What follows belongs to an exercise in optimizing a design on an open flow for small area; a production flow would make more cautious choices. Function was checked by simulation only, so behaviour that the tests miss may differ from the original. Power is estimated from default activity; no workload was simulated.

### config.mk
export PLATFORM = sky130hd
export DESIGN_NAME = bvm_core
export DESIGN_NICKNAME = bvm_core
export VERILOG_FILES = /design/flow/design.v
export SDC_FILE = /design/flow/constraint.sdc
export NUM_CORES = 4
export LEC_CHECK = 0
export ABC_AREA = 1
export CAP_MARGIN = 20
export CORE_MARGIN = 2
export CORE_UTILIZATION = 66
export SLEW_MARGIN = 20
### constraint.sdc
create_clock -name core_clock -period 14.0 [get_ports {clk}]
set_input_delay 2.8000 -clock core_clock [delete_from_list [all_inputs] [get_ports {clk}]]
set_output_delay 2.8000 -clock core_clock [all_outputs]
set_load 0.01 [all_outputs]
### design.v
module bvm_core (
    input  wire        clk,
    input  wire        rst,
    input  wire [12:0] prog_limit,
    input  wire [15:0] max_steps,
    output reg         mem_req,
    output reg         mem_we,
    output wire [11:0] mem_addr,
    output wire [7:0]  mem_wdata,
    input  wire        mem_ready,
    input  wire [7:0]  mem_rdata,
    input  wire [3:0]  dbg_addr,
    output wire [7:0]  dbg_data,
    output reg  [2:0]  status,
    output reg  [15:0] pc,
    output wire [15:0] last_pc,
    output wire [31:0] last_word,
    output reg  [15:0] steps,
    output wire [16:0] fault_addr,
    output wire        dz_valid,
    output wire [15:0] dz_pc
);
    localparam [5:0]
        S_CLR  = 6'd0,  S_STEP = 6'd1,  S_F1   = 6'd2,  S_I1   = 6'd3,
        S_I2   = 6'd4,  S_PRB  = 6'd5,  S_RS   = 6'd6,  S_F3   = 6'd7,
        S_I3   = 6'd8,  S_EX   = 6'd9,  S_E1   = 6'd10, S_E2   = 6'd11,
        S_SH   = 6'd12, S_M0   = 6'd13, S_MI   = 6'd14, S_D0   = 6'd15,
        S_D1   = 6'd16, S_DI   = 6'd17, S_DQ   = 6'd18, S_WB   = 6'd19,
        S_WB2  = 6'd20, S_NX   = 6'd21, S_LUI  = 6'd22, S_AU1  = 6'd23,
        S_AU2  = 6'd24, S_AU3  = 6'd25, S_LK   = 6'd26, S_JT   = 6'd27,
        S_JR   = 6'd28, S_EA   = 6'd29, S_LDR  = 6'd30, S_LDI  = 6'd31,
        S_STA  = 6'd32, S_STW  = 6'd33, S_STI  = 6'd34, S_R4   = 6'd35,
        S_B1   = 6'd36, S_B2   = 6'd37, S_BT   = 6'd38, S_FLT  = 6'd39,
        S_END  = 6'd40, S_PAD  = 6'd41, S_DONE = 6'd42,
        S_AR   = 6'd43;
    localparam [3:0] X0 = 4'd0, XA = 4'd2, XASHL = 4'd3, XASHR = 4'd4,
                     XQ = 4'd5, XPCLO = 4'd6, XLPLO = 4'd7, XLPHI = 4'd8;
    localparam [3:0] Y0 = 4'd0, YRP = 4'd1, YRPQ = 4'd2, YSH = 4'd3, YIMLO = 4'd4,
                     YIMHI = 4'd5, YJLO = 4'd6, YJHI = 4'd7, YC4 = 4'd8, YRD = 4'd9;
    localparam [1:0] A_SUM = 2'd0, A_X = 2'd1, A_CV = 2'd2;
    reg  [5:0]  st;
    reg  [2:0]  cnt;
    reg         h;           
    reg         is3, sel;    
    reg  [1:0]  ecode;       
    reg         C;           
    reg  [7:0]  A, Q;
    reg  [15:0] lp;
    reg  [31:0] lw;
    reg         dzv;
    reg  [3:0]  off;
    reg  [127:0] ring;        
    assign last_pc    = lp;
    assign last_word  = lw;
    assign dz_pc      = lp;
    assign dz_valid   = dzv;
    assign fault_addr = {1'b0, Q, A};
    assign mem_addr   = pc[11:0];
    assign mem_wdata  = A;
    wire [4:0] grp    = lw[7:3];
    wire isR    = (grp == 5'd1);
    wire isI    = (grp == 5'd2);
    wire isSHI  = (grp == 5'd3);
    wire isU    = (grp == 5'd4);
    wire isLD   = (grp == 5'd5);
    wire isST   = (grp == 5'd6);
    wire isBR   = (grp == 5'd7);
    wire isJAL  = (grp == 5'd8);
    wire isJALR = (grp == 5'd9);
    wire [3:0] op = isR ? lw[11:8] : isI ? {1'b0, lw[2:0]} : (lw[8] ? 4'd8 : 4'd7);
    wire [1:0] size = lw[1:0];
    wire [3:0] rs1f = isR ? lw[19:16] : isSHI ? lw[27:24] : (isST | isBR) ? lw[11:8] : lw[15:12];
    wire [3:0] rs2f = isR ? lw[23:20] : lw[15:12];
    wire [3:0] rdf  = (isR | isSHI | isU) ? lw[15:12] : lw[11:8];
    reg        rsel2, inc1;
    wire [3:0] ra   = (status != 3'd0) ? dbg_addr : (rsel2 ? rs2f + {3'd0, inc1} : rs1f);
    wire [3:0] phys = ra - off;
    wire [7:0] rp   = ring[{phys, 3'd0} +: 8];
    assign dbg_data = rp;
    reg  [3:0] xsel, ysel;
    reg        yinv, lmode, lconst, clr0;
    reg  [1:0] cinsel;    
    reg        qin;
    reg  [7:0] X, Yr;
    always @* begin
        case (xsel)
            XA:      X = A;
            XASHL:   X = {A[6:0], qin};
            XASHR:   X = {1'b0, A[7:1]};
            XQ:      X = Q;
            XPCLO:   X = pc[7:0];
            XLPLO:   X = lp[7:0];
            XLPHI:   X = lp[15:8];
            default: X = 8'd0;
        endcase
        case (ysel)
            YRP:     Yr = rp;
            YRPQ:    Yr = Q[7] ? rp : 8'd0;
            YSH:     Yr = {3'd0, lw[20:16]};
            YIMLO:   Yr = lw[23:16];
            YIMHI:   Yr = lw[31:24];
            YJLO:    Yr = lw[19:12];
            YJHI:    Yr = lw[27:20];
            YC4:     Yr = 8'd4;
            YRD:     Yr = mem_rdata;
            default: Yr = 8'd0;
        endcase
    end
    wire [7:0] Y = Yr ^ {8{yinv}};
    wire       cin = (cinsel == 2'd1) | ((cinsel == 2'd2) & C);
    reg  [8:0] cc;
    reg  [7:0] sum, cv;
    integer i;
    always @* begin
        cc[0] = cin;
        for (i = 0; i < 8; i = i + 1) begin
            cv[i]     = lmode ? lconst : cc[i];
            sum[i]    = X[i] ^ Y[i] ^ cv[i];
            cc[i + 1] = (X[i] & Y[i]) | (X[i] & cv[i]) | (Y[i] & cv[i]);
        end
    end
    wire       cout = cc[8];
    wire [7:0] cvec = cc[8:1];
    wire [7:0] rot_in = {sum[7:1], sum[0] & ~clr0};
    wire inreg = (pc[15:13] == 3'd0) && (pc[12:0] < prog_limit);
    wire [7:0] rd8 = mem_rdata;
    wire rd_sel = (rd8 == 8'h08) || (rd8 == 8'h18) || (rd8 == 8'h20);
    wire rd_valid_ns =
        (rd8 >= 8'h10 && rd8 <= 8'h16) || (rd8 >= 8'h28 && rd8 <= 8'h2A) ||
        (rd8 >= 8'h30 && rd8 <= 8'h32) || (rd8 >= 8'h38 && rd8 <= 8'h3D) ||
        (rd8 == 8'h40) || (rd8 == 8'h48) || (rd8 == 8'hFF);
    wire sel_valid = (lw[31:24] == 8'h08) ? (rd8[3:0] <= 4'd8) : (rd8[3:0] <= 4'd1);
    wire br_eq  = (sum == 8'd0);
    wire br_ovf = (A[7] != rp[7]) && (sum[7] != A[7]);
    wire br_lt  = sum[7] ^ br_ovf;
    reg  br_taken;
    always @* begin
        case (lw[2:0])
            3'd0: br_taken = br_eq;
            3'd1: br_taken = ~br_eq;
            3'd2: br_taken = br_lt;
            3'd3: br_taken = ~br_lt & ~br_eq;
            3'd4: br_taken = br_lt | br_eq;
            default: br_taken = ~br_lt;
        endcase
    end
    wire div_ok = A[7] | cout;
    wire [3:0] ysel_b = isR ? YRP : isI ? YIMLO : YSH;
    wire is_shift = (op == 4'd7) || (op == 4'd8);
    reg        rot, aload, qload, qshift, lwsh, lwzero, lpload, we, stepinc, tog;
    reg  [1:0] asel;
    reg  [5:0] nst;
    reg  [2:0] ncnt;
    reg        set_dz, set_status;
    reg  [1:0] necode;
    reg        set_flags;
    always @* begin
        xsel = X0; ysel = Y0; yinv = 1'b0; lmode = 1'b0; lconst = 1'b0; clr0 = 1'b0;
        cinsel = 2'd0; qin = 1'b0;
        rot = 1'b0; aload = 1'b0; asel = A_SUM; qload = 1'b0; qshift = 1'b0;
        lwsh = 1'b0; lwzero = 1'b0; lpload = 1'b0; we = 1'b0; stepinc = 1'b0; tog = 1'b0;
        rsel2 = 1'b0; inc1 = 1'b0;
        mem_req = 1'b0; mem_we = 1'b0;
        nst = st; ncnt = cnt; set_dz = 1'b0; set_status = 1'b0; necode = ecode;
        set_flags = 1'b0;
        case (st)
            S_CLR: begin
                rot = 1'b1; aload = 1'b1; lpload = 1'b1; lwsh = 1'b1; lwzero = 1'b1; we = 1'b1;
                if (off == 4'd15) nst = S_STEP;
            end
            S_STEP: begin
                if (steps == max_steps) begin
                    set_status = 1'b1; necode = 2'd0;   
                    nst = S_DONE;
                end else begin
                    lpload = 1'b1; ncnt = 3'd0; nst = S_F1;
                end
            end
            S_F1: begin
                if (!inreg) begin
                    nst = S_FLT;
                end else begin
                    mem_req = 1'b1;
                    if (mem_ready) begin
                        lwsh = 1'b1;
                        if (cnt[0] == 1'b0) begin
                            set_flags = 1'b1;
                            if (rd_sel) nst = S_I1;
                            else if (rd_valid_ns) nst = S_I2;
                            else begin nst = S_END; ncnt = 3'd1; necode = 2'd2; end
                        end else begin
                            if (sel_valid) nst = S_I2;
                            else begin nst = S_END; ncnt = 3'd2; necode = 2'd2; end
                        end
                    end
                end
            end
            S_I1, S_I2, S_I3, S_LDI, S_STI: begin
                rot = 1'b1; tog = 1'b1; xsel = XPCLO; cinsel = h ? 2'd2 : 2'd1;
                if (h) begin
                    ncnt = cnt + 3'd1;
                    case (st)
                        S_I1:  nst = S_F1;
                        S_I2:  nst = S_PRB;
                        S_I3:  nst = (cnt[1:0] == 2'd3) ? S_EX : S_F3;
                        S_LDI: nst = S_LDR;
                        default: nst = S_STA;
                    endcase
                end
            end
            S_PRB: begin
                if (!inreg) begin
                    nst = S_FLT; ncnt = sel ? 3'd2 : 3'd1;
                end else if (cnt[1:0] == (is3 ? 2'd2 : 2'd3)) begin
                    nst = S_RS;
                end else begin
                    nst = S_I2;
                end
            end
            S_RS: begin
                rot = 1'b1; tog = 1'b1; xsel = h ? XLPHI : XLPLO;
                if (h) begin ncnt = 3'd0; nst = S_F3; end
            end
            S_F3: begin
                if (cnt[1:0] == 2'd3 && is3) begin
                    lwsh = 1'b1; lwzero = 1'b1; nst = S_EX;
                end else begin
                    mem_req = 1'b1;
                    if (mem_ready) begin lwsh = 1'b1; nst = S_I3; end
                end
            end
            S_EX: begin
                ncnt = 3'd0;
                if (isR | isI | isSHI) begin
                    if (op == 4'd2) nst = S_M0;
                    else if (op == 4'd3) nst = S_D0;
                    else nst = S_E1;
                end else if (isU) begin
                    nst = lw[8] ? S_AU1 : S_LUI;
                end else if (isLD | isST) begin
                    nst = S_AR;
                end else if (isBR) begin
                    nst = S_B1;
                end else if (isJAL | isJALR) begin
                    nst = S_LK;
                end else begin
                    stepinc = 1'b1; ncnt = 3'd4; necode = 2'd1; nst = S_END;
                end
            end
            S_E1: begin
                ysel = YRP; aload = 1'b1;
                nst = is_shift ? S_SH : S_E2;
            end
            S_E2: begin
                rsel2 = 1'b1; xsel = XA; ysel = ysel_b; aload = 1'b1;
                case (op)
                    4'd1: begin yinv = 1'b1; cinsel = 2'd1; end
                    4'd4: begin lmode = 1'b1; asel = A_CV; end
                    4'd5: begin lmode = 1'b1; lconst = 1'b1; asel = A_CV; end
                    4'd6: begin lmode = 1'b1; end
                    default: ;
                endcase
                nst = S_WB;
            end
            S_SH: begin
                rsel2 = 1'b1; ysel = ysel_b;
                if (Yr[7:3] != 5'd0) begin
                    xsel = X0; aload = 1'b1; asel = A_X; nst = S_WB;
                end else if (cnt == Yr[2:0]) begin
                    nst = S_WB;
                end else begin
                    xsel = (op == 4'd8) ? XASHR : XASHL; aload = 1'b1; asel = A_X;
                    ncnt = cnt + 3'd1;
                end
            end
            S_M0: begin
                rsel2 = 1'b1; xsel = X0; ysel = ysel_b; qload = 1'b1; aload = 1'b1; asel = A_X;
                nst = S_MI;
            end
            S_MI: begin
                xsel = XASHL; ysel = YRPQ; aload = 1'b1; qshift = 1'b1;
                ncnt = cnt + 3'd1;
                if (cnt == 3'd7) nst = S_WB;
            end
            S_D0: begin
                ysel = YRP; qload = 1'b1; nst = S_D1;
            end
            S_D1: begin
                rsel2 = 1'b1; xsel = X0; aload = 1'b1; asel = A_X; ysel = ysel_b;
                if (Yr == 8'd0) begin set_dz = 1'b1; nst = S_NX; end
                else nst = S_DI;
            end
            S_DI: begin
                rsel2 = 1'b1; xsel = XASHL; qin = Q[7]; ysel = ysel_b; yinv = 1'b1; cinsel = 2'd1;
                aload = 1'b1; asel = div_ok ? A_SUM : A_X;
                qshift = 1'b1;
                ncnt = cnt + 3'd1;
                if (cnt == 3'd7) nst = S_DQ;
            end
            S_DQ: begin
                xsel = XQ; aload = 1'b1; asel = A_X; nst = S_WB;
            end
            S_WB: begin
                if (off == rdf) begin
                    we = 1'b1;
                    if (isLD) begin
                        if (size == 2'd2) begin
                            xsel = XQ; aload = 1'b1; asel = A_X; nst = S_WB2;
                        end else nst = S_R4;
                    end else if (isJAL) nst = S_JT;
                    else if (isJALR) nst = S_AR;
                    else nst = S_NX;
                end
            end
            S_WB2: begin
                we = 1'b1; nst = S_R4;
            end
            S_NX: begin
                stepinc = 1'b1; nst = S_STEP;
            end
            S_LUI: begin
                ysel = YIMHI; aload = 1'b1; nst = S_WB;
            end
            S_AU1: begin
                rot = 1'b1; xsel = XPCLO; nst = S_AU2;
            end
            S_AU2: begin
                xsel = XPCLO; ysel = YIMLO; aload = 1'b1; nst = S_AU3;
            end
            S_AU3: begin
                rot = 1'b1; xsel = XPCLO; nst = S_WB;
            end
            S_LK: begin
                rot = 1'b1; tog = 1'b1; xsel = XPCLO; aload = 1'b1;
                if (h) nst = S_WB;
            end
            S_JT: begin
                rot = 1'b1; tog = 1'b1; xsel = XPCLO;
                ysel = h ? YJHI : YJLO; cinsel = h ? 2'd2 : 2'd0;
                if (h) begin stepinc = 1'b1; nst = S_STEP; end
            end
            S_JR: begin
                rot = 1'b1; tog = 1'b1;
                if (!h) begin xsel = XA; ysel = YIMLO; clr0 = 1'b1; end
                else begin xsel = X0; ysel = YIMHI; cinsel = 2'd2; end
                if (h) begin stepinc = 1'b1; nst = S_STEP; end
            end
            S_AR: begin
                ysel = YRP; aload = 1'b1;
                nst = isJALR ? S_JR : S_EA;
            end
            S_EA: begin
                rot = 1'b1; tog = 1'b1;
                if (!h) begin xsel = XA; ysel = YIMLO; end
                else begin xsel = X0; ysel = YIMHI; cinsel = 2'd2; end
                if (h) begin ncnt = 3'd0; nst = isLD ? S_LDR : S_STA; end
            end
            S_LDR: begin
                mem_req = 1'b1;
                if (mem_ready) begin
                    ysel = YRD;
                    if (cnt[0] == 1'b0) begin
                        aload = 1'b1;
                        nst = (size == 2'd2) ? S_LDI : S_WB;
                    end else begin
                        qload = 1'b1; nst = S_WB;
                    end
                end
            end
            S_STA: begin
                rsel2 = 1'b1; inc1 = (cnt[1:0] == 2'd1);
                aload = 1'b1;
                ysel = ((cnt[1:0] == 2'd0) || (cnt[1:0] == 2'd1 && size == 2'd2)) ? YRP : Y0;
                nst = S_STW;
            end
            S_STW: begin
                mem_req = 1'b1; mem_we = 1'b1;
                if (mem_ready) begin
                    if (cnt[1:0] == ((size == 2'd0) ? 2'd0 : (size == 2'd1) ? 2'd1 : 2'd3))
                        nst = S_R4;
                    else
                        nst = S_STI;
                end
            end
            S_R4: begin
                rot = 1'b1; tog = 1'b1;
                if (!h) begin xsel = XLPLO; ysel = YC4; end
                else begin xsel = XLPHI; cinsel = 2'd2; end
                if (h) begin stepinc = 1'b1; nst = S_STEP; end
            end
            S_B1: begin
                ysel = YRP; aload = 1'b1; nst = S_B2;
            end
            S_B2: begin
                rsel2 = 1'b1; xsel = XA; ysel = YRP; yinv = 1'b1; cinsel = 2'd1;
                nst = br_taken ? S_BT : S_NX;
            end
            S_BT: begin
                rot = 1'b1; tog = 1'b1; xsel = XPCLO;
                ysel = h ? YIMHI : YIMLO; cinsel = h ? 2'd2 : 2'd0;
                if (h) begin stepinc = 1'b1; nst = S_STEP; end
            end
            S_FLT: begin
                rot = 1'b1; tog = 1'b1; xsel = XPCLO;
                if (!h) aload = 1'b1;
                else begin qload = 1'b1; necode = 2'd3; nst = S_END; end
            end
            S_END: begin
                rot = 1'b1; tog = 1'b1; xsel = h ? XLPHI : XLPLO;
                if (h) nst = S_PAD;
            end
            S_PAD: begin
                if (cnt[2]) begin
                    set_status = 1'b1; nst = S_DONE;
                end else begin
                    lwsh = 1'b1; lwzero = 1'b1; ncnt = cnt + 3'd1;
                end
            end
            default: ;   
        endcase
    end
    reg [7:0] anext;
    always @* begin
        case (asel)
            A_X:     anext = X;
            A_CV:    anext = cvec;
            default: anext = sum;
        endcase
    end
    always @(posedge clk) begin
        ring <= {we ? A : ring[7:0], ring[127:8]};
        if (rst) begin
            off    <= 4'd0;
            st     <= S_CLR;
            status <= 3'd0;
            steps  <= 16'd0;
            dzv    <= 1'b0;
            h      <= 1'b0;
            A      <= 8'd0;
        end else begin
            off   <= off + 4'd1;
            st    <= nst;
            cnt   <= ncnt;
            ecode <= necode;
            dzv   <= set_dz;
            if (tog) h <= ~h;
            if (set_flags) begin
                is3 <= (rd8 == 8'h08);
                sel <= rd_sel;
            end
            if (set_status) status <= (st == S_STEP) ? 3'd4 : {1'b0, ecode};
            if (stepinc) steps <= steps + 16'd1;
            if (st == S_CLR) steps <= 16'd0;
            if (rot) begin
                pc[7:0]  <= pc[15:8];
                pc[15:8] <= rot_in;
                C        <= cout;
            end
            if (aload) A <= anext;
            if (qload) Q <= sum;
            else if (qshift) Q <= {Q[6:0], div_ok};
            if (lwsh) lw <= {lwzero ? 8'd0 : mem_rdata, lw[31:8]};
            if (lpload) lp <= pc;
        end
    end
endmodule
### flow/run.sh
#!/bin/bash
# The standard layout with three changes:
#  1. synthesis maps the logic with a leaner, area-oriented ABC script
#     (flow/abc_area.script); the rest of the synthesis, including the
#     flip-flop mapping and register names, is the standard one;
#  2. the port buffers use the smallest buffer cell;
#  3. clock tree synthesis without dummy loads, with larger sink clusters.
set -euo pipefail
here=$(pwd)

# 1. synthesis, with a copy of the ORFS scripts whose ABC scripts are replaced
rm -rf "$here/scripts_area"
cp -r "$FLOW_HOME/scripts" "$here/scripts_area"
cp "$here/flow/abc_area.script" "$here/scripts_area/abc_area.script"
cp "$here/flow/abc_area.script" "$here/scripts_area/abc_speed.script"
SCRIPTS_DIR="$here/scripts_area" bash standard.sh synth > "$here/synth.log" 2>&1

# 2.-3. the rest of the standard flow
export BUFFER_PORTS_ARGS="-buffer_cell sky130_fd_sc_hd__buf_1"
export CTS_ARGS="-sink_clustering_enable -repair_clock_nets -dont_use_dummy_load -sink_clustering_size 16 -sink_clustering_max_diameter 50 -buf_list sky130_fd_sc_hd__clkbuf_8"
bash standard.sh > "$here/layout.log" 2>&1
### flow/abc_area.script
strash
ifraig
dc2
strash
&get -n
&dch -f
&nf -R 1000
&put
### standard.sh
#!/bin/bash
# synth_recipe.tcl (not shown) runs the flow's synth.tcl, then flattens the netlist and writes it again
# the make line also repeats each setting of config.mk as NAME=value (left out here)
make -C /OpenROAD-flow-scripts/flow DESIGN_CONFIG=/design/flow/config.mk WORK_HOME=/design/flow/orfs CLKGATE_MAP_FILE= SYNTH_SCRIPT=/design/flow/synth_recipe.tcl "${@:-finish}"
==> notes.md <==
layout by cell type (no fill, tap or decap), drive strengths merged, types with 26 or more instances in the layout:
cell type  netlist  final
nand2          134    134
nor2           119    119
clkinv          41     41
dfxtp          167    167
nor3            52     52
ha              26     26
a21oi           73     73
mux4            32     32
o21ai           33     33
nand3           31     31
buf             37    212
edfxtp          80     80
kinds of logic (layout without fill, tap and decap cells):
logic type / Yosys count / in the layout / synth area share, %
xor gates and xnor gates: 40 / 40 / 2.943
and+or+nand+nor: 480 / 480 / 19.36
DFF: 247 / 247 / 48.27
buffers and inverters: 78 / 278 / 3.626
other: 1 / 1 / 0.03150
muxes: 57 / 57 / 8.261
AOI/OAI and AO/OA: 235 / 235 / 13.26
adders and majority gates: 35 / 35 / 4.246
state kept, by name, indices dropped and copies added (netlist names), 2 cells and up:
signal and count:
A 8, lw 32, off 4, status 3, lp 16, pc 16
ecode 2, ring 128, steps 16, cnt 3, Q 8, st 6
report_power, final:
group	internal, mW	leakage, nW	switching, mW
registers	1.01	2.11	0.245
logic	0.609	2.51	1.05
clock network	0.158	0.180	0.231
layout make-up:
class	instances	area (um^2)
fill	1206	4669
multi-input combinational	848	5759
clock buffer	25	344.1
tap	229	286.5
sequential	247	5746
timing repair buffer	212	882.1
inverter	41	153.9
routing by layer:
metal,up-vias,part of all wire (%)
li1,4766,-
met1,5274,35
met2,1074,46
met3,303,12
met4,0,7.7
met5,-,0
path summary, 6_finish.rpt:
check	start	to	depth (start not counted)
hold / removal	ring[101]$_DFF_P_	ring[93]$_DFF_P_	0
hold reg to reg	ring[101]$_DFF_P_	ring[93]$_DFF_P_	0
setup / recovery	st[1]$_SDFFE_PP0P_	st[5]$_SDFFE_PP0P_	46
setup reg to reg	st[1]$_SDFFE_PP0P_	st[5]$_SDFFE_PP0P_	46
worst reg2reg max path: cells and delay by family, from the launching register on:
family | cells | cell delay [ns]
xor+xnor | 1 | 0.75
compound gates | 16 | 3.17
flops | 1 | 0.67
buf+inv | 1 | 0.34
fa+ha+maj | 10 | 4.03
simple gates | 18 | 4.20
stage by stage:
| stage | util, % | setup WS (ns) | hold slack, ns |
|---|---|---|---|
| after floorplan | - | 1.258 | 0.3259 |
| after global placement | 71.85 | 1.123 | 0.3281 |
| after detailed placement | 71.85 | 0.7033 | 0.3354 |
| after CTS | 73.78 | 1.061 | 0.2683 |
| after global routing | 73.83 | 0.1213 | 0.2707 |
| final | 73.83 | 0.7175 | 0.2677 |
==> results.py <==
metrics = {
    "route": {
        "drc": 0,
        "first_pass_iters": 10,
        "route.vias.total": 11420,
        "routed_wl_um": 42480,
        "drt_iter0_markers": 2007,
        "post_drt_wl_per_cell_um": 26.52,
        "avgViaCountPerCell": 7.127,
        "antenna_left": 0,
    },
    "synthesis": {
        "synthesis.nets": 1252,
        "synth_flop_cell": "dfxtp_1",
        "yosys.area.top_type": "dfxtp_1",
        "syn-cell-area_um2": 11900,
        "synthDistinctLibCells": 54,
        "synth-seq-cells": 247,
        "yosys_warnings": 1,
        "synth_top_area_share_pct": 28.08,
        "syn_inst": 1173,
        "synthTopCellsByCount": "167 x dfxtp_1, 134 x nand2_1, 119 x nor2_1",
        "synthArstFlopShare_pct": 0,
        "synth-edff-count": 80,
        "avgSynthCellArea_um2": 10.15,
        "synth.top_cells.by_area": "dfxtp_1 28%, edfxtp_1 20%, mux4_2 6.1%",
        "ys_seq_area_share_pct": 48.27,
        "yosysMostFrequentCell": "dfxtp_1",
    },
    "worst_setup_path": {
        "slowest_stage": "xor2_2",
        "critPathRequiredTime_ns": 14.37,
        "path_buf_inv": 1,
        "worstSetupEndpointType": "flip-flop",
        "cpPeakStageDelay_ns": 0.75,
        "r2r_slack_ns": 0.72,
        "arrival_ns": 13.65,
        "crit_path_start_kind": "flip-flop",
        "critPathKind": "flip-flop to flip-flop",
        "crit_path_frequent_cell": "fa_1",
        "crit_fanout": 14,
        "path_delay_family": "simple AND/OR/NAND/NOR gates",
    },
    "global_route": {
        "grt_max_degree": 33,
        "grt_pass1_wl_um": 64110,
        "use_met2_pct": 69.12,
        "grt_busiest_layer": "met2",
        "antenna_found_initial": 0,
        "grt_pass1_vias": 10960,
        "grt_overflow": 0,
        "grtUsageMet3_pct": 9.976,
        "use_met1_pct": 53.78,
        "grtUsageTotal_pct": 43.09,
    },
    "timing": {
        "fin_crit_ns": 13.28,
        "drv_slew": 0,
        "rsz0062_at_grt": "false",
        "fin_crit_sh_pct": 94.87,
        "hold_violations": 0,
        "relSlewSlack_pct": 33.38,
        "clock_skew_ns": 0.1230,
        "fin_tns_setup_ns": 0,
        "fmax_mhz": 75.29,
        "setup_viol": 0,
        "tightestPinTransition_ns": 0.9917,
    },
    "place": {
        "place_area_um2": 12820,
        "place_congestion": 1.063,
        "hpwl_um": 31240,
        "io_buffers": 189,
        "place_inst": 1577,
    },
    "layout": {
        "finalInstanceArea_um2": 13170,
        "layout-drive-gt1-share_pct": 6.191,
        "fin_cells": 1602,
        "nets": 1454,
        "area_growth_pct": 10.65,
        "n_antenna_cell": 0,
    },
    "cts": {
        "cts_resized": 0,
        "clk_pin_slew_ns": 0.09,
        "cts_max_path_buffers": 3,
        "postCtsSetupBuffers": 0,
        "cts-buffers-inserted": 25,
        "tritoncts": "done",
        "h-tree-depth": 1,
        "clk_latency_ns": 0.59,
        "root_buffer": "clkbuf_8",
        "clock-sinks": 247,
        "ctsHoldBuffers": 0,
    },
    "floorplan": {
        "design.die.area_um2": 19130,
        "dieHeight_um": 138.3,
        "num_io_pins": 191,
        "start_util_pct": 66.72,
        "coreArea_um2": 17840,
        "num_rows": 49,
        "die_w_um": 138.3,
    },
    "pwr": {
        "ir_worst_vdd_mv": 0.1786,
        "pwr_density_cell_nw_per_um2": 250.3,
        "p_total_mw": 3.297,
        "p_leak_nw": 4.799,
    },
    "worst_hold_path": {
        "min_path_type": "flip-flop to flip-flop",
    },
    "job": {
        "maxCapViolations": 0,
    },
    "outcome": {
        "status": "finished clean",
    },
}

re-timing with driven ports:
The flow's constraints put no driver on any port. The routed layout listed below was extracted and timed again, unchanged, in two steps. Step 1 sets driving cells, clkbuf_16 on the clock port and buf_2 on the other inputs (assumed; they add their load-dependent delay and slew). Step 2 times the ports against the registers' clock, not the clock port: input delays grow and output delays shrink by t, the midpoint of the rising clock arrivals with the driver on. Slacks: ideal ports / drivers / drivers and shift; pairs: ideal ports / drivers.
t, ns: 0.576
setup WS [ns]: 0.718 / 0.718 / 0.375
worst hold slack (ns): 0.268 / 0.268 / 0.268
latest minus earliest clock arrival (ns): 0.125 / 0.125
worst data-port slew with drivers (ns): 0.05
After both steps setup and hold are still met in this run. The setup slack of this run moves by 0.000 ns with the drivers and by -0.343 ns with both steps.
